Background: an optimization exercise with open tools, aiming at small area. Do not read the settings as production practice.
Only simulation tests tie the RTL to the original design; equivalence was not proved.
Power is estimated from default activity; no workload was simulated.

`flow/design.v`:
```
module ru5102_crc (
    input  wire        clk,
    input  wire        rst,
    input  wire        h_valid,
    output wire        h_ready,
    input  wire [15:0] h_cmd,
    output reg  [1:0]  h_rcode,
    output reg  [15:0] h_rdata,
    output wire        tx_valid,
    input  wire        tx_ready,
    output wire [7:0]  tx_data,
    input  wire        rx_valid,
    output wire        rx_ready,
    input  wire [7:0]  rx_data,
    input  wire        io_err,
    output wire        busy,
    output wire        done
);
    localparam [2:0] PH_IDLE = 3'd0, PH_SEND = 3'd1, PH_ALEN = 3'd2, PH_BODY = 3'd3,
                     PH_VAL  = 3'd4, PH_OK   = 3'd5, PH_FAIL = 3'd6;
    localparam [2:0] CL_NONE = 3'd0, CL_IO = 3'd1, CL_COMM = 3'd2, CL_PROT = 3'd3, CL_PROG = 3'd4;
    localparam [3:0] CA_NONE = 4'h0, CA_CHAN = 4'h1, CA_STATUS = 4'h2,
                     CA_TOOLONG = 4'h4, CA_ILLOP = 4'h5,
                     CA_BADLEN = 4'h8, CA_BADCRC = 4'h9, CA_UNKSTAT = 4'hA;
    localparam [1:0] RC_OK = 2'd0, RC_REFUSED = 2'd1, RC_ILLEGAL = 2'd2, RC_RANGE = 2'd3;
    localparam integer NR = 253;
    function [15:0] crc_byte;
        input [15:0] c;
        input [7:0]  b;
        reg [7:0] x;
        begin
            x = c[7:0] ^ b;
            x = x ^ {x[3:0], 4'h0};
            crc_byte = {8'h00, c[15:8]} ^ {x, 8'h00} ^ {5'h00, x, 3'h0} ^ {12'h000, x[7:4]};
        end
    endfunction
    function [7:0] label;
        input [7:0] w;
        label = (w == 8'd253) ? 8'd0 : w;
    endfunction
    reg [15:0] crc;
    reg [7:0]  addr;
    reg [2:0]  phase;
    reg        op1;         
    reg [7:0]  txlen;
    reg [7:0]  idx;
    reg [7:0]  rxlen;
    reg [2:0]  res_class;
    reg [3:0]  res_cause;
    reg [7:0]  hold;        
    reg        tv;
    reg [7:0]  hl;          
    reg [8*NR-1:0] ring;
    wire [7:0] head = ring[8*NR-1 -: 8];
    wire [7:0] opsel   = h_cmd[15:8];
    wire [7:0] operand = h_cmd[7:0];
    wire idle    = (phase == PH_IDLE);
    wire p_ok    = (phase == PH_OK);
    wire in_rx   = (phase == PH_ALEN) || (phase == PH_BODY);
    wire in_chan = (phase == PH_SEND) || in_rx;
    wire val_ph  = (phase == PH_VAL);
    wire hit_idx = (hl == label(idx));
    wire hit_op  = (hl == label(operand));
    wire hit2    = (hl == 8'd2);
    wire hit3    = (hl == 8'd3);
    wire idx_end = (idx[7:1] == 7'h7F);      
    wire err_ev = io_err && in_chan;
    wire tx_ev  = tv && tx_ready;
    assign rx_ready = (phase == PH_ALEN) || ((phase == PH_BODY) && (hit_idx || idx_end));
    wire rx_ev  = rx_valid && rx_ready;
    reg wait_ok;
    always @(*) begin
        case (opsel)
            8'h12:   wait_ok = hit_idx || idx_end;
            8'h13:   wait_ok = hit2;
            8'h22:   wait_ok = hit3;
            8'h26:   wait_ok = hit_op || (operand[7:1] == 7'h7F);
            default: wait_ok = 1'b1;
        endcase
    end
    assign h_ready  = !val_ph && wait_ok && !err_ev && !(tv && tx_ready) && !(rx_valid && rx_ready);
    assign tx_valid = tv;
    assign tx_data  = hold;
    assign busy     = !idle;
    assign done     = (phase == PH_OK) || (phase == PH_FAIL);
    wire host_ev = h_valid && h_ready;
    wire [7:0] idx_inc = idx + 8'd1;
    wire [7:0] inb     = idle ? operand : rx_data;
    wire [7:0] crc_in  = (phase == PH_SEND) ? hold : inb;
    wire [15:0] crc_nx = crc_byte(crc, crc_in);
    wire eq_len  = (idx == rxlen);
    wire eq_len1 = (idx_inc == rxlen);
    wire wr = (host_ev && idle && ((opsel == 8'h12 && !idx_end) || opsel == 8'h13)) ||
              (rx_ev && (phase == PH_BODY) && !idx_end);
    always @(posedge clk)
        ring <= {ring[8*NR-9:0], wr ? inb : head};
    always @(posedge clk) begin
        if (rst)
            hl <= 8'd0;
        else if (hl >= 8'd42)
            hl <= hl - 8'd42;
        else
            hl <= hl + 8'd211;
    end
    reg       st_known;
    reg [2:0] st_class;
    always @(*) begin
        st_known = 1'b1;
        case (head)
            8'h00, 8'h01, 8'h02, 8'h03:                      st_class = CL_NONE;
            8'h05, 8'h09, 8'h0A, 8'h0B:                      st_class = CL_PROT;
            8'hFA, 8'hFB:                                    st_class = CL_COMM;
            8'hFD, 8'hFE, 8'hFF, 8'h10, 8'h11, 8'h12, 8'hF9: st_class = CL_PROG;
            default: begin
                st_known = 1'b0;
                st_class = CL_PROG;
            end
        endcase
    end
    function op_legal;
        input [7:0] op;
        op_legal = (op == 8'h01) || (op == 8'h02) || (op == 8'h03) ||
                   (op == 8'h05) || (op == 8'h21);
    endfunction
    wire has_status = p_ok || res_cause[1];
    wire start_ok = host_ev && idle && (opsel == 8'h13) && op_legal(operand) && (idx != 8'd255);
    always @(posedge clk) begin
        if (rst || err_ev || tx_ev) begin
            tv <= 1'b0;
        end else if (start_ok) begin
            hold <= idx_inc;               
            tv   <= 1'b1;
        end else if (phase == PH_SEND && !tv) begin
            if (idx == 8'd1) begin
                hold <= addr;
                tv   <= 1'b1;
            end else if (eq_len || eq_len1) begin
                hold <= crc[7:0];
                tv   <= 1'b1;
            end else if (hit_idx) begin
                hold <= head;
                tv   <= 1'b1;
            end
        end
    end
    always @(posedge clk) begin
        if (rst) begin
            crc       <= 16'hFFFF;
            addr      <= 8'h00;
            phase     <= PH_IDLE;
            op1       <= 1'b0;
            txlen     <= 8'd0;
            idx       <= 8'd3;
            rxlen     <= 8'd0;
            res_class <= CL_NONE;
            res_cause <= CA_NONE;
            h_rcode   <= RC_OK;
            h_rdata   <= 16'h0000;
        end else if (err_ev) begin
            phase     <= PH_FAIL;
            res_class <= CL_IO;
            res_cause <= CA_CHAN;
        end else if (tx_ev) begin
            crc <= crc_nx;
            idx <= idx_inc;
            if (eq_len) begin
                phase <= PH_ALEN;
                crc   <= 16'hFFFF;
            end
        end else if (rx_ev) begin
            crc <= crc_nx;
            if (phase == PH_ALEN) begin
                rxlen <= rx_data;
                idx   <= 8'd1;
                phase <= (rx_data == 8'd0) ? PH_VAL : PH_BODY;
            end else begin
                idx <= idx_inc;
                if (eq_len)
                    phase <= PH_VAL;
            end
        end else if (val_ph) begin
            if (hit3) begin
                if (rxlen < 8'd5) begin
                    phase     <= PH_FAIL;
                    res_class <= CL_PROG;
                    res_cause <= CA_BADLEN;
                end else if (crc != 16'h0000) begin
                    phase     <= PH_FAIL;
                    res_class <= CL_PROG;
                    res_cause <= CA_BADCRC;
                end else if (!st_known) begin
                    phase     <= PH_FAIL;
                    res_class <= CL_PROG;
                    res_cause <= CA_UNKSTAT;
                end else if (st_class == CL_NONE || (head == 8'hFB && op1)) begin
                    phase <= PH_OK;
                end else begin
                    phase     <= PH_FAIL;
                    res_class <= st_class;
                    res_cause <= CA_STATUS;
                end
            end
        end else if (host_ev) begin
            h_rcode <= RC_OK;
            h_rdata <= 16'h0000;
            case (opsel)
                8'h01:  
                    if (!idle) h_rcode <= RC_REFUSED;
                    else crc <= 16'hFFFF;
                8'h02:  
                    if (!idle) h_rcode <= RC_REFUSED;
                    else crc <= crc_nx;
                8'h03:  
                    if (!idle) h_rcode <= RC_REFUSED;
                    else h_rdata <= crc;
                8'h10:  
                    if (!idle) h_rcode <= RC_REFUSED;
                    else addr <= operand;
                8'h11:  
                    if (!idle) h_rcode <= RC_REFUSED;
                    else begin
                        txlen <= 8'd0;
                        idx   <= 8'd3;
                    end
                8'h12:  
                    if (!idle) h_rcode <= RC_REFUSED;
                    else if (idx != 8'd255) begin
                        txlen <= txlen + 8'd1;
                        idx   <= idx_inc;
                    end
                8'h13:  
                    if (!idle) h_rcode <= RC_REFUSED;
                    else begin
                        crc   <= 16'hFFFF;
                        op1   <= (operand == 8'h01);
                        if (!op_legal(operand)) begin
                            phase     <= PH_FAIL;
                            res_class <= CL_PROG;
                            res_cause <= CA_ILLOP;
                        end else if (idx == 8'd255) begin
                            phase     <= PH_FAIL;
                            res_class <= CL_PROG;
                            res_cause <= CA_TOOLONG;
                        end else begin
                            phase <= PH_SEND;
                            rxlen <= idx_inc;      
                            idx   <= 8'd0;
                        end
                    end
                8'h14:  
                    if (!done) h_rcode <= RC_REFUSED;
                    else begin
                        phase     <= PH_IDLE;
                        crc       <= 16'hFFFF;
                        txlen     <= 8'd0;
                        idx       <= 8'd3;
                        res_class <= CL_NONE;
                        res_cause <= CA_NONE;
                    end
                8'h20:  
                    h_rdata <= {13'd0, phase};
                8'h21:  
                    h_rdata <= {5'd0, res_class, 2'b00, res_cause[3:2], 2'b00, res_cause[1:0]};
                8'h22:  
                    if (!done) h_rcode <= RC_REFUSED;
                    else if (has_status) h_rdata <= {8'd0, head};
                8'h23:  
                    h_rdata <= {8'd0, addr};
                8'h24:  
                    if (!p_ok) h_rcode <= RC_REFUSED;
                    else h_rdata <= {8'd0, rxlen};
                8'h25:  
                    h_rdata <= {8'd0, txlen};
                8'h26:  
                    if (!p_ok) h_rcode <= RC_REFUSED;
                    else if ({1'b0, operand} + 9'd2 > {1'b0, rxlen}) h_rcode <= RC_RANGE;
                    else if (operand == 8'd0) h_rdata <= {8'd0, rxlen};
                    else h_rdata <= {8'd0, head};
                default:
                    h_rcode <= RC_ILLEGAL;
            endcase
        end
    end
endmodule
```
`flow/run.sh`:
```
#!/bin/bash
# synth_recipe.tcl (not shown) runs the flow's synth.tcl, then flattens the netlist and writes it again
# the make line also repeats each setting of config.mk as NAME=value (left out here)
make -C /OpenROAD-flow-scripts/flow DESIGN_CONFIG=/design/flow/config.mk WORK_HOME=/design/flow/orfs CLKGATE_MAP_FILE= SYNTH_SCRIPT=/design/flow/synth_recipe.tcl finish
```
`flow/config.mk`:
```
export PLATFORM = sky130hd
export DESIGN_NAME = ru5102_crc
export DESIGN_NICKNAME = ru5102_crc
export VERILOG_FILES = /design/flow/design.v
export SDC_FILE = /design/flow/constraint.sdc
export NUM_CORES = 4
export LEC_CHECK = 0
export ABC_AREA = 1
export CAP_MARGIN = 20
export CORE_MARGIN = 2
export CORE_UTILIZATION = 55
export PLACE_DENSITY = 0.65
export SLEW_MARGIN = 20
```
`flow/constraint.sdc`:
```
create_clock -name core_clock -period 15.0 [get_ports {clk}]
set_input_delay 3.0000 -clock core_clock [delete_from_list [all_inputs] [get_ports {clk}]]
set_output_delay 3.0000 -clock core_clock [all_outputs]
set_load 0.01 [all_outputs]
```
==> flow_summary.ini, run 1 <==
[outcome]
status = finished clean

[grt]
busiest_layer = met2
overflow = 0
antenna_found_initial = 1
track_usage = 0.233
grt_pass1_vias = 23900
use_met1 = 0.299
grt_pass1_wl_um = 155000
grt_max_degree = 48
grt_use_met3 = 0.0419
use_met2 = 0.403

[routing]
ant_nets = 0
drcViolationCount = 0
num_vias = 21800
drt_iter0_drc = 1462
routed_wl_um = 102000
first_pass_iters = 5
wl_per_cell_um = 21.7
vias_per_cell = 4.64

[cells_and_area]
areaGrowthSynthToFinish_pct = 16.9
final_core_util = 0.647
layout.nets = 3455
diodes = 0
layout_common_cells = dfxtp_1, nand2_1, clkbuf_16
fin_cells = 4708
regMostFlops = ring
drive_above_1_share = 0.0929
reg_top3 = ring: 2024 flops, crc: 16 flops, h_rdata: 16 flops
final_common_cell = dfxtp_1
largest_reg_flops = 2024

[sta]
slew_viol_final = 0
fin_crit_ns = 9.08
skew_ns = 0.0652
timing.fmax_mhz = 110
tns_ns = 0
final_hold_viol_count = 0
slew_headroom = 0.331
setup_viol = 0
setup_ws_ns = 5.92
tightest_slew_ns = 0.993
rsz0062_at_grt = no
period_share = 0.605

[clock_tree]
cts_buffer_depth = 3
cts.sinks = 2118
ctsHoldBuffers = 0
cts_tree = built
post_cts_buffers = 0
cts_htree_levels = 4
clock-root-buffer = clkbuf_16
clk_latency_ns = 0.77
cts_resized = 0
clk_pin_slew_ns = 0.08
cts_made_buffers = 174

[worst_setup_path]
slowest_delay_ns = 0.60
rrSetupSlack_ns = 10.22
crit_family = simple AND/OR/NAND/NOR gates
endpoint_kind = primary output
path_max_fanout = 14
worstPathCellList = clkdlybuf4s50_1 -> inv_2 -> nand2_1 -> nor2_1 -> nand2_1 -> nand2_1 -> nand2_1 -> nand2_1 -> nand2_1 -> nor2_1 -> nand2_1 -> nand2_1 -> nand2_1 -> nand3_1 -> inv_1 -> nor2_8 -> clkdlybuf4s50_1
rr_worst_depth = 21
cpMostUsedCell = nand2_1
start_kind = input port
rr_startpoint = idx[1]
critPathRequiredTime_ns = 12.00
crit_arrival_ns = 6.08
path_buf_inv = 4
critPathKind = in -> out
slowest_stage = clkdlybuf4s50_1
rr_endpoint = hold[7]

[power_and_ir_drop]
powerDensity_nw_per_um2 = 203
internal_power_mw = 8.77
p_sw_mw = 2.63
p_clk_frac = 0.425
finalPower_mw = 11.4
pwr-share-comb = 0.051
seqPwrFrac = 0.524
p_leak_nw = 22.7
ir_worst_vdd_mv = 0.162
switching_share = 0.231

[synthesis]
synthFlopType = dfxtp_1
synthXorXnorAreaFrac = 0.00767
synthTopCellsByArea = dfxtp_1, nand2_1, nor2_1
yosys.area_share.simple = 0.0578
synth_area_um2 = 47900
ys_ff_latch = 2118
synth-seq-area-share = 0.886
synthDistinctLibCells = 50
syn_avg_cell_area_um2 = 15.0
ys_async_sr_fraction = 0
synth_largest_area_cell = dfxtp_1
synth.top_cell.area_share = 0.881
synth-warning-count = 1
synth_top_family_by_area = simple AND/OR/NAND/NOR gates
synth_fa_ha_area_frac = 0.00470
syn_nets = 3253
synth_edf_count = 8
syn_inst = 3205
synth_compound_gate_area_share = 0.0264
synth_mux_area_frac = 0.00198

[hold_path]
hold_depth = 0
worstHoldEndpoint = ring[30]
holdCritStartpoint = ring[22]
hp-class = reg -> reg

[die]
fp-row-count = 108
dieHeight_um = 299
ios = 61
die_area_um2 = 89500
chipWidth_um = 299
initial_core_util = 0.553
floorplan.core_area_um2 = 86600

[placed_design]
gp_congestion = 0.897
io_buffers = 60
dp_hpwl_um = 52400
dpl_worst_slack_ns = 5.88
place_inst = 4386

[run]
cap_violations = 0
[kinds of logic after synthesis]
family	count (synthesis)
simple gates	628
fa+ha+maj	18
compound gates	219
buf+inv	171
mux	9
xor+xnor	42
flops	2118
[metrics by stage]
step	hold slack (ns)	area (µm²)
floorplan	0.310	47900
global placement	0.311	49800
detailed placement	0.312	49800
CTS	0.284	56000
global route	0.292	56000
finish	0.285	56000
[power groups by stage]
stage          clock (mW)  combinational [mW]  sequential [mW]
2_1_floorplan           0               0.372             6.02
3_3_place_gp            0               0.574             6.09
3_5_place_dp            0               0.568             6.09
4_1_cts              4.94               0.580             5.98
5_1_grt              5.14               0.638             5.99
6_report             4.84               0.579             5.97
[synth_stat cells (4+ instances only)]
cell type  instances
dfxtp_1         2110
nand2_1          286
nor2_1           153
inv_1            121
nand3_1           92
a21oi_1           71
o21ai_0           64
xor2_1            25
nor3_1            24
nand4_1           19
ha_1              18
o21ai_1           18
xnor2_1           17
nor4_1            16
o211ai_1          16
clkbuf_1          14
buf_2             11
a31oi_1           10
buf_4             10
a211oi_1           9
nand2_2            9
edfxtp_1           8
o2111ai_1          7
o22ai_1            7
or2_0              7
a221oi_1           5
mux2i_1            5
nand2_4            5
buf_6              4
mux2_2             4
nor2_2             4
or2_1              4
[final cells by class]
type	instances	area, µm²
Clock inverter	62	1000
Clock buffer	260	5210
Tap cell	1155	1450
Sequential cell	2118	42500
Multi-Input combinational cell	916	4720
Timing Repair Buffer	68	661
Inverter	129	487
Fill cell	5574	30600
[metal layers]
layer  part of all wire  up-vias
met3              0.039      146
met1               0.43    10600
met5                  0        -
met2               0.51      481
li1                   -    10600
met4              0.023        0
[worst max-delay path by stage]
stage,slack (ns),end,cells past startpoint,from
after detailed placement,5.88,h_ready,16,h_cmd[3]
after CTS,5.87,h_ready,16,h_cmd[3]
after global routing,5.58,h_ready,16,h_cmd[3]
final,5.92,h_ready,17,h_cmd[1]
after floorplan,7.66,h_ready,14,h_cmd[7]
after global placement,5.88,h_ready,16,h_cmd[3]
==> inputs of run 2 (changes only) <==
--- a/flow/config.mk
+++ b/flow/config.mk
@@ -9,5 +9,6 @@
 export CAP_MARGIN = 20
 export CORE_MARGIN = 2
 export CORE_UTILIZATION = 55
+export CTS_BUF_LIST = sky130_fd_sc_hd__clkbuf_4 sky130_fd_sc_hd__clkbuf_8
 export PLACE_DENSITY = 0.65
 export SLEW_MARGIN = 20
==> run 2 against run 1 <==
Design area grew 0.35%. Critical path depth is the same. Largest cell class unchanged. Critical path type unchanged. Clock skew grew 0.036 ns. Sequential power is essentially flat. Still clean on timing, DRC and antenna. Core utilization grew 0.22 points. Synthesized area is the same. Die area is the same. Wire length shrank 7.2%. Sequential share of layout area shrank 0.26 points. Setup slack lost 0.013 ns. Clock-buffer cell count grew 208.
==> flow_summary.ini, run 2 <==
[grt]
use_met2 = 0.356
track_usage = 0.218
grt_use_met3 = 0.0490
overflow = 0
grt_max_degree = 48
use_met1 = 0.284
antenna_found_initial = 3
grt_pass1_wl_um = 147000
grt_pass1_vias = 24400
busiest_layer = met2

[worst_setup_path]
rr_endpoint = hold[5]
rr_worst_depth = 21
crit_arrival_ns = 6.09
critPathRequiredTime_ns = 12.00
start_kind = input port
slowest_stage = clkdlybuf4s50_1
path_buf_inv = 4
path_max_fanout = 14
rrSetupSlack_ns = 10.18
endpoint_kind = primary output
critPathKind = in -> out
crit_family = simple AND/OR/NAND/NOR gates
cpMostUsedCell = nand2_1
worstPathCellList = clkdlybuf4s50_1 -> inv_2 -> nand2_1 -> nor2_1 -> nand2_1 -> nand2_1 -> nand2_1 -> nand2_1 -> nand2_1 -> nor2_1 -> nand2_1 -> nand2_1 -> nand2_1 -> nand3_1 -> inv_1 -> nor2_8 -> clkdlybuf4s50_1
rr_startpoint = idx[1]
slowest_delay_ns = 0.60

[placed_design]
gp_congestion = 0.897
place_inst = 4386
place_area_um2 = 49800
dpl_worst_slack_ns = 5.88
io_buffers = 60
dp_hpwl_um = 52400

[sta]
setup_ws_ns = 5.91
final_hold_viol_count = 0
slew_headroom = 0.288
setup_viol = 0
period_share = 0.606
skew_ns = 0.101
holdWs_ns = 0.243
tightest_slew_ns = 1.06
tns_ns = 0
fin_crit_ns = 9.09
timing.fmax_mhz = 110
rsz0062_at_grt = no
slew_viol_final = 0

[cells_and_area]
largest_reg_flops = 2024
areaGrowthSynthToFinish_pct = 17.3
regMostFlops = ring
drive_above_1_share = 0.148
nFillCells = 5382
ff_latch_area_um2 = 42500
fin_area_um2 = 56200
layout_common_cells = dfxtp_1, clkbuf_8, nand2_1
layout.nets = 3588
final_core_util = 0.649
multi_input_area_um2 = 4720
fin_cells = 4896
reg_top3 = ring: 2024 flops, crc: 16 flops, h_rdata: 16 flops
final_common_cell = dfxtp_1

[clock_tree]
clock-root-buffer = clkbuf_8
ctsHoldBuffers = 0
cts_made_buffers = 307
cts.sinks = 2118
cts_htree_levels = 5
post_cts_buffers = 0
clk_pin_slew_ns = 0.07
cts_buffer_depth = 4
cts_resized = 0
cts_tree = built
clk_latency_ns = 0.90

[die]
dieHeight_um = 299
chipWidth_um = 299
die_area_um2 = 89500
initial_core_util = 0.553
fp-row-count = 108
ios = 61
floorplan.core_area_um2 = 86600

[synthesis]
syn_inst = 3205
synth_top_family_by_area = simple AND/OR/NAND/NOR gates
synth_compound_gate_area_share = 0.0264
syn_avg_cell_area_um2 = 15.0
syn_nets = 3253
yosys.area_share.simple = 0.0578
synth_edf_count = 8
synthTopCellsByArea = dfxtp_1, nand2_1, nor2_1
synth-warning-count = 1
synth_largest_area_cell = dfxtp_1
synthDistinctLibCells = 50
yosysMostFrequentCell = dfxtp_1
ys_ff_latch = 2118
ys_top_cells_by_count = dfxtp_1, nand2_1, nor2_1
synth-seq-area-share = 0.886
synth_mux_area_frac = 0.00198
synthFlopType = dfxtp_1
synth_fa_ha_area_frac = 0.00470
synth.top_cell.area_share = 0.881
synthXorXnorAreaFrac = 0.00767
synth_area_um2 = 47900
ys_async_sr_fraction = 0

[routing]
routed_wl_um = 94800
ant_nets = 0
vias_per_cell = 4.55
num_vias = 22300
drt_iter0_drc = 1193
first_pass_iters = 5
drcViolationCount = 0
wl_per_cell_um = 19.4

[outcome]
status = finished clean

[power_and_ir_drop]
p_leak_nw = 23.0
ir_worst_vdd_mv = 0.158
powerDensity_nw_per_um2 = 201
finalPower_mw = 11.3

[hold_path]
hp-class = reg -> reg
worstHoldEndpoint = ring[1783]
hold_depth = 0
holdCritStartpoint = ring[1775]

[run]
cap_violations = 0
==> run 2: cell counts after synthesis <==
No cell type changed its count.
==> run 2: worst max path at each step <==
stage / from / to / cells after the start
4_1_cts: h_cmd[3] / h_ready / 16
2_1_floorplan: h_cmd[7] / h_ready / 14
6_report: h_cmd[1] / h_ready / 17
5_1_grt: h_cmd[3] / h_ready / 16
3_3_place_gp: h_cmd[3] / h_ready / 16
3_5_place_dp: h_cmd[3] / h_ready / 16
==> run 2: where the power goes <==
part / total, mW / leakage [nW] / internal [mW] / switching (mW)
sequential: 5.97 / 17.1 / 5.84 / 0.125
clock: 4.74 / 3.38 / 2.68 / 2.07
combinational: 0.567 / 2.53 / 0.209 / 0.358
==> run 2: cell families (layout without fill, tap and decap cells) <==
family,after synthesis,in the layout
flip-flops,2118,2118
AND/OR/NAND/NOR,628,628
buffers and inverters,171,705
XOR/XNOR,42,42
multiplexers,9,9
adder cells (fa/ha/maj),18,18
other,0,2
AO/OA/AOI/OAI,219,219
==> run 2: area by class of cell <==
cell class / count / area share
Sequential cell: 2118 / 0.756
Clock buffer: 468 / 0.105
Multi-Input combinational cell: 916 / 0.0841
Tap cell: 1155 / 0.0257
Timing Repair Buffer: 68 / 0.0118
Inverter: 129 / 0.00866
Clock inverter: 40 / 0.00862
Antenna cell: 2 / 0.0000890
==> run 2: worst register-to-register path, cell delays in order (launching register included) <==
cell	delay, ns
dfxtp_1	0.64
inv_1	0.17
ha_1	0.22
inv_1	0.07
nor2_1	0.06
nand2_2	0.28
nand3_1	0.13
nand2_1	0.09
inv_1	0.04
nand2_1	0.16
nor2_1	0.06
nand2_1	0.19
nand2_1	0.19
nand2_2	0.14
nand2_4	0.08
nand2_8	0.15
nand2_4	0.10
nor2_8	0.15
nand2_8	0.15
nor2_8	0.29
nand2_2	0.29
a21oi_1	0.74
==> run 2: routing by layer <==
| layer | vias to the layer above | share of wire |
|---|---|---|
| met3 | 192 | 0.042 |
| met4 | 2 | 0.026 |
| met1 | 10700 | 0.45 |
| met2 | 531 | 0.48 |
| li1 | 10900 | - |
| met5 | - | 0.00012 |
==> inputs of run 3 (changes only) <==
--- a/flow/config.mk
+++ b/flow/config.mk
@@ -9,6 +9,8 @@
 export CAP_MARGIN = 20
 export CORE_MARGIN = 2
 export CORE_UTILIZATION = 55
-export CTS_BUF_LIST = sky130_fd_sc_hd__clkbuf_4 sky130_fd_sc_hd__clkbuf_8
+export CTS_BUF_LIST = sky130_fd_sc_hd__clkbuf_16
+export CTS_CLUSTER_DIAMETER = 80
+export CTS_CLUSTER_SIZE = 28
 export PLACE_DENSITY = 0.65
 export SLEW_MARGIN = 20
==> run 3 against run 2 <==
Wire length decreased by 3.9%. Sequential cell count unchanged. Register-to-register slack improved by 0.10 ns. Largest cell class unchanged. First-iteration DRC count increased by 9.1%. Critical path type unchanged. Critical endpoint unchanged. Sequential power about the same. Clock skew decreased by 0.067 ns. Via count decreased by 7.6%. Global-route usage decreased by 1.1 points. Synthesized area unchanged. Die area unchanged.
==> flow_summary.ini, run 3 <==
[routing]
ant_nets = 0
drt_iter0_drc = 1301
routed_wl_um = 91000
num_vias = 20600
first_pass_iters = 5
vias_per_cell = 4.59
drcViolationCount = 0
wl_per_cell_um = 20.3

[grt]
use_met2 = 0.354
grt_max_degree = 48
grt_use_met3 = 0.0258
track_usage = 0.207
grt_pass1_wl_um = 139000
antenna_found_initial = 3
use_met1 = 0.279
grt_pass1_vias = 22000
busiest_layer = met2
overflow = 0

[worst_setup_path]
path_max_fanout = 14
worstPathCellList = clkdlybuf4s50_1 -> inv_2 -> nand2_1 -> nor2_1 -> nand2_1 -> nand2_1 -> nand2_1 -> nand2_1 -> nand2_1 -> nor2_1 -> nand2_1 -> nand2_1 -> nand2_1 -> nand3_1 -> inv_1 -> nor2_8 -> clkdlybuf4s50_1
start_kind = input port
rr_startpoint = idx[1]
rr_worst_depth = 21
path_buf_inv = 4
slowest_stage = clkdlybuf4s50_1
rrSetupSlack_ns = 10.28
critPathKind = in -> out
crit_arrival_ns = 6.09
crit_family = simple AND/OR/NAND/NOR gates
cpMostUsedCell = nand2_1
critPathRequiredTime_ns = 12.00
rr_endpoint = hold[5]
endpoint_kind = primary output
slowest_delay_ns = 0.60

[cells_and_area]
areaGrowthSynthToFinish_pct = 9.15
drive_above_1_share = 0.0441
final_core_util = 0.604
fin_cells = 4490
layout_common_cells = dfxtp_1, nand2_1, nor2_1
layout.nets = 3370
regMostFlops = ring
diodes = 0
reg_top3 = ring: 2024 flops, crc: 16 flops, h_rdata: 16 flops
ff_latch_area_um2 = 42500
multi_input_area_um2 = 4720
nFillCells = 6124
final_common_cell = dfxtp_1
largest_reg_flops = 2024

[sta]
skew_ns = 0.0337
setup_viol = 0
final_hold_viol_count = 0
slew_headroom = 0.288
holdWs_ns = 0.303
rsz0062_at_grt = no
slew_viol_final = 0
fin_crit_ns = 9.09
setup_ws_ns = 5.91
tightest_slew_ns = 1.06
timing.fmax_mhz = 110
period_share = 0.606
tns_ns = 0

[die]
chipWidth_um = 299
initial_core_util = 0.553
die_area_um2 = 89500
ios = 61
floorplan.core_area_um2 = 86600
dieHeight_um = 299
fp-row-count = 108

[placed_design]
io_buffers = 60
dpl_worst_slack_ns = 5.88
gp_congestion = 0.897
dp_hpwl_um = 52400
place_inst = 4386

[clock_tree]
post_cts_buffers = 0
clk_pin_slew_ns = 0.12
cts_htree_levels = 3
cts_buffer_depth = 3
cts_tree = built
cts_made_buffers = 89
ctsHoldBuffers = 0
clk_latency_ns = 0.69
clock-root-buffer = clkbuf_16
cts_resized = 0
cts.sinks = 2118

[synthesis]
synth.top_cell.area_share = 0.881
synth_largest_area_cell = dfxtp_1
synthDistinctLibCells = 50
ys_async_sr_fraction = 0
syn_avg_cell_area_um2 = 15.0
ys_top_cells_by_count = dfxtp_1, nand2_1, nor2_1
syn_nets = 3253
ys_ff_latch = 2118
yosysMostFrequentCell = dfxtp_1
synth-warning-count = 1
synth_area_um2 = 47900
synth-seq-area-share = 0.886
synth_edf_count = 8
synthFlopType = dfxtp_1
synthTopCellsByArea = dfxtp_1, nand2_1, nor2_1
syn_inst = 3205

[hold_path]
hold_depth = 0
holdCritStartpoint = ring[776]
worstHoldEndpoint = ring[784]
hp-class = reg -> reg

[outcome]
status = finished clean

[power_and_ir_drop]
p_leak_nw = 20.9
ir_worst_vdd_mv = 0.172
powerDensity_nw_per_um2 = 178

[run]
cap_violations = 0
==> run 3: metrics by stage <==
step           area [µm²]  total power, mW
2_1_floorplan       47900             6.40
3_3_place_gp        49800             6.66
6_report            52300             9.31
3_5_place_dp        49800             6.65
4_1_cts             52300             9.39
5_1_grt             52300             9.65
==> run 3: kinds of logic (layout without fill, tap and decap cells) <==
kind of cell,after synthesis,after routing,synth area share
AOI/OAI and AO/OA,219,219,0.0264
xor gates and xnor gates,42,42,0.00767
adders and majority gates,18,18,0.00470
buffers and inverters,171,301,0.0151
DFF,2118,2118,0.886
muxes,9,9,0.00198
and+or+nand+nor,628,628,0.0578
==> run 3: worst max path at each step <==
stage,depth (start not counted),endpoint,slack (ns),start
detailed placement,16,h_ready,5.88,h_cmd[3]
finish,17,h_ready,5.91,h_cmd[1]
floorplan,14,h_ready,7.66,h_cmd[7]
global route,16,h_ready,5.58,h_cmd[3]
global placement,16,h_ready,5.88,h_cmd[3]
CTS,16,h_ready,5.87,h_cmd[3]
==> run 3: cell type report <==
type | instances | share of cell area
Clock buffer | 90 | 0.0430
Inverter | 129 | 0.00930
Timing Repair Buffer | 68 | 0.0126
Sequential cell | 2118 | 0.812
Multi-Input combinational cell | 916 | 0.0903
Tap cell | 1155 | 0.0276
Clock inverter | 14 | 0.00507
==> run 3: power breakdown <==
group | switching (mW) | internal, mW
combinational | 0.358 | 0.209
sequential | 0.126 | 5.84
clock | 1.66 | 1.12
total | 2.15 | 7.16
==> run 3: routing by layer <==
layer / part of all wire / wire length [µm]
met5: 0 / 0
met4: 0.025 / 2260
met3: 0.032 / 2950
met2: 0.49 / 44800
met1: 0.45 / 41000
==> inputs of run 4 (changes only) <==
==> flow/flow/run.sh (new file) <==
#!/bin/bash
# Standard ORFS layout (the standard.sh) with two changes: the port buffers
# are buf_1 cells, and the clock tree uses clkbuf_16 leaf buffers on clusters of
# at most 28 sinks within 80 um, without dummy loads.
set -euo pipefail
CTS="-sink_clustering_enable -repair_clock_nets -sink_clustering_size 28 -sink_clustering_max_diameter 80 -buf_list sky130_fd_sc_hd__clkbuf_16 -dont_use_dummy_load"
bash standard.sh finish \
  "BUFFER_PORTS_ARGS=-buffer_cell sky130_fd_sc_hd__buf_1" \
  "CTS_ARGS=$CTS" > flow_make.log 2>&1
==> flow/standard.sh (new file) <==
#!/bin/bash
# synth_recipe.tcl (not shown) runs the flow's synth.tcl, then flattens the netlist and writes it again
# the make line also repeats each setting of config.mk as NAME=value (left out here)
make -C /OpenROAD-flow-scripts/flow DESIGN_CONFIG=/design/flow/config.mk WORK_HOME=/design/flow/orfs CLKGATE_MAP_FILE= SYNTH_SCRIPT=/design/flow/synth_recipe.tcl "${@:-finish}"
==> flow/config.mk (replaced) <==
export PLATFORM = sky130hd
export DESIGN_NAME = ru5102_crc
export DESIGN_NICKNAME = ru5102_crc
export VERILOG_FILES = /design/flow/design.v
export SDC_FILE = /design/flow/constraint.sdc
export NUM_CORES = 4
export LEC_CHECK = 0
export ABC_AREA = 0
export CAP_MARGIN = 20
export CORE_MARGIN = 2
export CORE_UTILIZATION = 55
export PLACE_DENSITY = 0.65
export SLEW_MARGIN = 20
removed: flow/run.sh
==> run 4 against run 3 <==
Power shrank 5.1%. Wire length fell by 21%. Sequential cell count unchanged. Sequential power shrank 3.7%. Core utilization shrank 0.72 points. Non-clock buffer count rose by 2. Synthesized cell count down 7.4%. Setup slack better by 0.63 ns. Critical path depth decreased by 9. Via count shrank 5.2%. Combinational power decreased by 11%. Sequential share of layout area is 1.2 points higher. Largest cell class unchanged. Largest power group unchanged. Highest routed layer is now met5.
==> flow_summary.ini, run 4 <==
[clock_tree]
cts_made_buffers = 90
cts_resized = 0
clk_pin_slew_ns = 0.10
clk_latency_ns = 0.64
cts_buffer_depth = 3
cts.sinks = 2118
cts_htree_levels = 3
post_cts_buffers = 0
ctsHoldBuffers = 0
clock-root-buffer = clkbuf_16
cts_tree = built

[placed_design]
gp_congestion = 0.849
dp_hpwl_um = 44400
dpl_worst_slack_ns = 6.50
io_buffers = 60
place_area_um2 = 49300

[outcome]
status = finished clean

[power_and_ir_drop]
switching_share = 0.215
seqPwrFrac = 0.650
p_clk_frac = 0.293
p_sw_mw = 1.90
ir_worst_vdd_mv = 0.132
powerDensity_nw_per_um2 = 171
internal_power_mw = 6.93
pwr-share-comb = 0.057
p_leak_nw = 20.0

[sta]
setup_ws_ns = 6.55
setup_viol = 0
timing.fmax_mhz = 118
tns_ns = 0
period_share = 0.563
slew_viol_final = 0
slew_headroom = 0.324
fin_crit_ns = 8.45
rsz0062_at_grt = no
skew_ns = 0.0949
tightest_slew_ns = 1.01
final_hold_viol_count = 0

[cells_and_area]
areaGrowthSynthToFinish_pct = 7.91
drive_above_1_share = 0.0437
diodes = 0
fin_area_um2 = 51500
regMostFlops = ring
largest_reg_flops = 2024
final_common_cell = dfxtp_1
final_core_util = 0.597
reg_top3 = ring: 2024 flops, crc: 16 flops, h_rdata: 16 flops
layout.nets = 3116
layout_common_cells = dfxtp_1, nor2_1, clkbuf_16
nFillCells = 6444

[die]
ios = 61
dieHeight_um = 299
die_area_um2 = 89200
fp-row-count = 108
initial_core_util = 0.553
chipWidth_um = 299
floorplan.core_area_um2 = 86300

[worst_setup_path]
rr_worst_depth = 11
crit_arrival_ns = 5.45
rr_startpoint = idx[0]
start_kind = input port
critPathKind = in -> out
critPathRequiredTime_ns = 12.00
slowest_stage = buf_1
rr_endpoint = crc[5]
worstPathCellList = buf_1 -> nand3_1 -> nor3_1 -> mux2_2 -> nor3_1 -> a221oi_2 -> nor2_1 -> buf_1
rrSetupSlack_ns = 10.63
endpoint_kind = primary output
slowest_delay_ns = 0.44
path_max_fanout = 10

[routing]
wl_per_cell_um = 17.1
routed_wl_um = 72300
vias_per_cell = 4.62
ant_nets = 0
first_pass_iters = 8
drcViolationCount = 0
drt_iter0_drc = 1102
num_vias = 19500

[synthesis]
syn_inst = 2969
ys_top_cells_by_count = dfxtp_1, nor2_1, nand2_1
synth_edf_count = 8
synth.top_cell.area_share = 0.884
ys_async_sr_fraction = 0
synthTopCellsByArea = dfxtp_1, mux2i_1, nor2_1
syn_nets = 3017
synthDistinctLibCells = 81
synthFlopType = dfxtp_1
yosysMostFrequentCell = dfxtp_1
synth_area_um2 = 47800
ys_ff_latch = 2118
synth-warning-count = 1
synth-seq-area-share = 0.890
synth_largest_area_cell = dfxtp_1
syn_avg_cell_area_um2 = 16.1

[grt]
track_usage = 0.164
overflow = 0
grt_pass1_wl_um = 115000
grt_max_degree = 64
grt_pass1_vias = 19800
antenna_found_initial = 1

[hold_path]
hold_depth = 0
hp-class = reg -> reg
holdCritStartpoint = ring[270]
worstHoldEndpoint = ring[278]

[run]
cap_violations = 0
run 4: layout make-up:
type	instances	area, µm²	share of cell area
Sequential cell	2118	42500	0.824
Multi-Input combinational cell	752	4920	0.0954
Clock buffer	90	2250	0.0437
Tap cell	1155	1450	0.0280
Timing Repair Buffer	70	302	0.00585
Inverter	36	135	0.00262
run 4: worst max path at each step:
| stage | from | end | cells after the start |
|---|---|---|---|
| final | h_cmd[3] | h_ready | 8 |
| after global routing | h_cmd[3] | h_ready | 8 |
| after CTS | h_cmd[3] | h_ready | 8 |
| after detailed placement | h_cmd[3] | h_ready | 8 |
| after global placement | h_cmd[3] | h_ready | 8 |
| after floorplan | h_cmd[4] | h_ready | 7 |
run 4: power groups by stage:
stage	Combinational, mW	Clock, mW	Sequential [mW]
2_1_floorplan	0.388	0	5.82
3_3_place_gp	0.497	0	5.87
3_5_place_dp	0.502	0	5.87
4_1_cts	0.505	2.67	5.74
5_1_grt	0.555	2.87	5.75
6_report	0.501	2.59	5.74
run 4: per-layer routing:
metal | global-route usage | part of all wire | routed length, µm
met1 | 0.245 | 0.51 | 36900
met2 | 0.241 | 0.41 | 30000
met4 | 0.0619 | 0.032 | 2350
met5 | 0 | 0.00018 | 13
met3 | 0.0274 | 0.042 | 3070
run 4: worst max-delay path, delay by kind of cell:
kind                   cells  cell delay [ns]
AND/OR/NAND/NOR            4             1.25
multiplexers               1             0.38
buffers and inverters      2             0.63
AO/OA/AOI/OAI              1             0.19
run 4: logic make-up (layout without fill, tap and decap cells):
group	after synthesis	in the layout	synth area share
muxes	53	53	0.0111
buffers and inverters	99	196	0.00857
xor gates and xnor gates	65	65	0.0119
AOI/OAI and AO/OA	240	240	0.0348
and+or+nand+nor	376	376	0.0393
adders and majority gates	18	18	0.00472
DFF	2118	2118	0.890
run 4: per-stage QoR:
step | std cells | hold slack [ns] | power [mW]
5_1_grt | 4221 | 0.267 | 9.17
3_3_place_gp | 4131 | 0.311 | 6.37
6_report | 4221 | 0.263 | 8.83
3_5_place_dp | 4131 | 0.312 | 6.38
2_1_floorplan | 2969 | 0.310 | 6.21
4_1_cts | 4221 | 0.255 | 8.92

## re-timing with driven ports
Ports are ideal in the flow. The routed layouts listed here were re-timed in OpenROAD.
Step 1, drivers: a clkbuf_16 drives clk and a buf_2 each remaining input, both assumed.
Step 2 times the ports against the registers' clock, not the clock port: input delays grow and output delays shrink by t, the midpoint of the rising clock arrivals with the driver on.
Three values: ideal, step 1, step 2; two values: the first two.
run | t, ns | setup slack, ns | latest minus earliest clock arrival (ns) | worst register clock-pin slew, ns
run 1 | 0.804 | 5.920 / 5.894 / 5.894 | 0.068 / 0.068 | 0.08 / 0.08
run 2 | 0.916 | 5.907 / 5.883 / 5.883 | 0.134 / 0.134 | 0.09 / 0.09
run 3 | 0.732 | 5.914 / 5.889 / 5.889 | 0.045 / 0.045 | 0.12 / 0.12
run 4 | 0.672 | 6.548 / 6.520 / 6.520 | 0.130 / 0.131 | 0.10 / 0.10
After both steps every run listed still meets setup and hold. For run 4, which loses most, drivers alone change the setup slack by -0.028 ns; drivers and shift together by -0.028 ns.
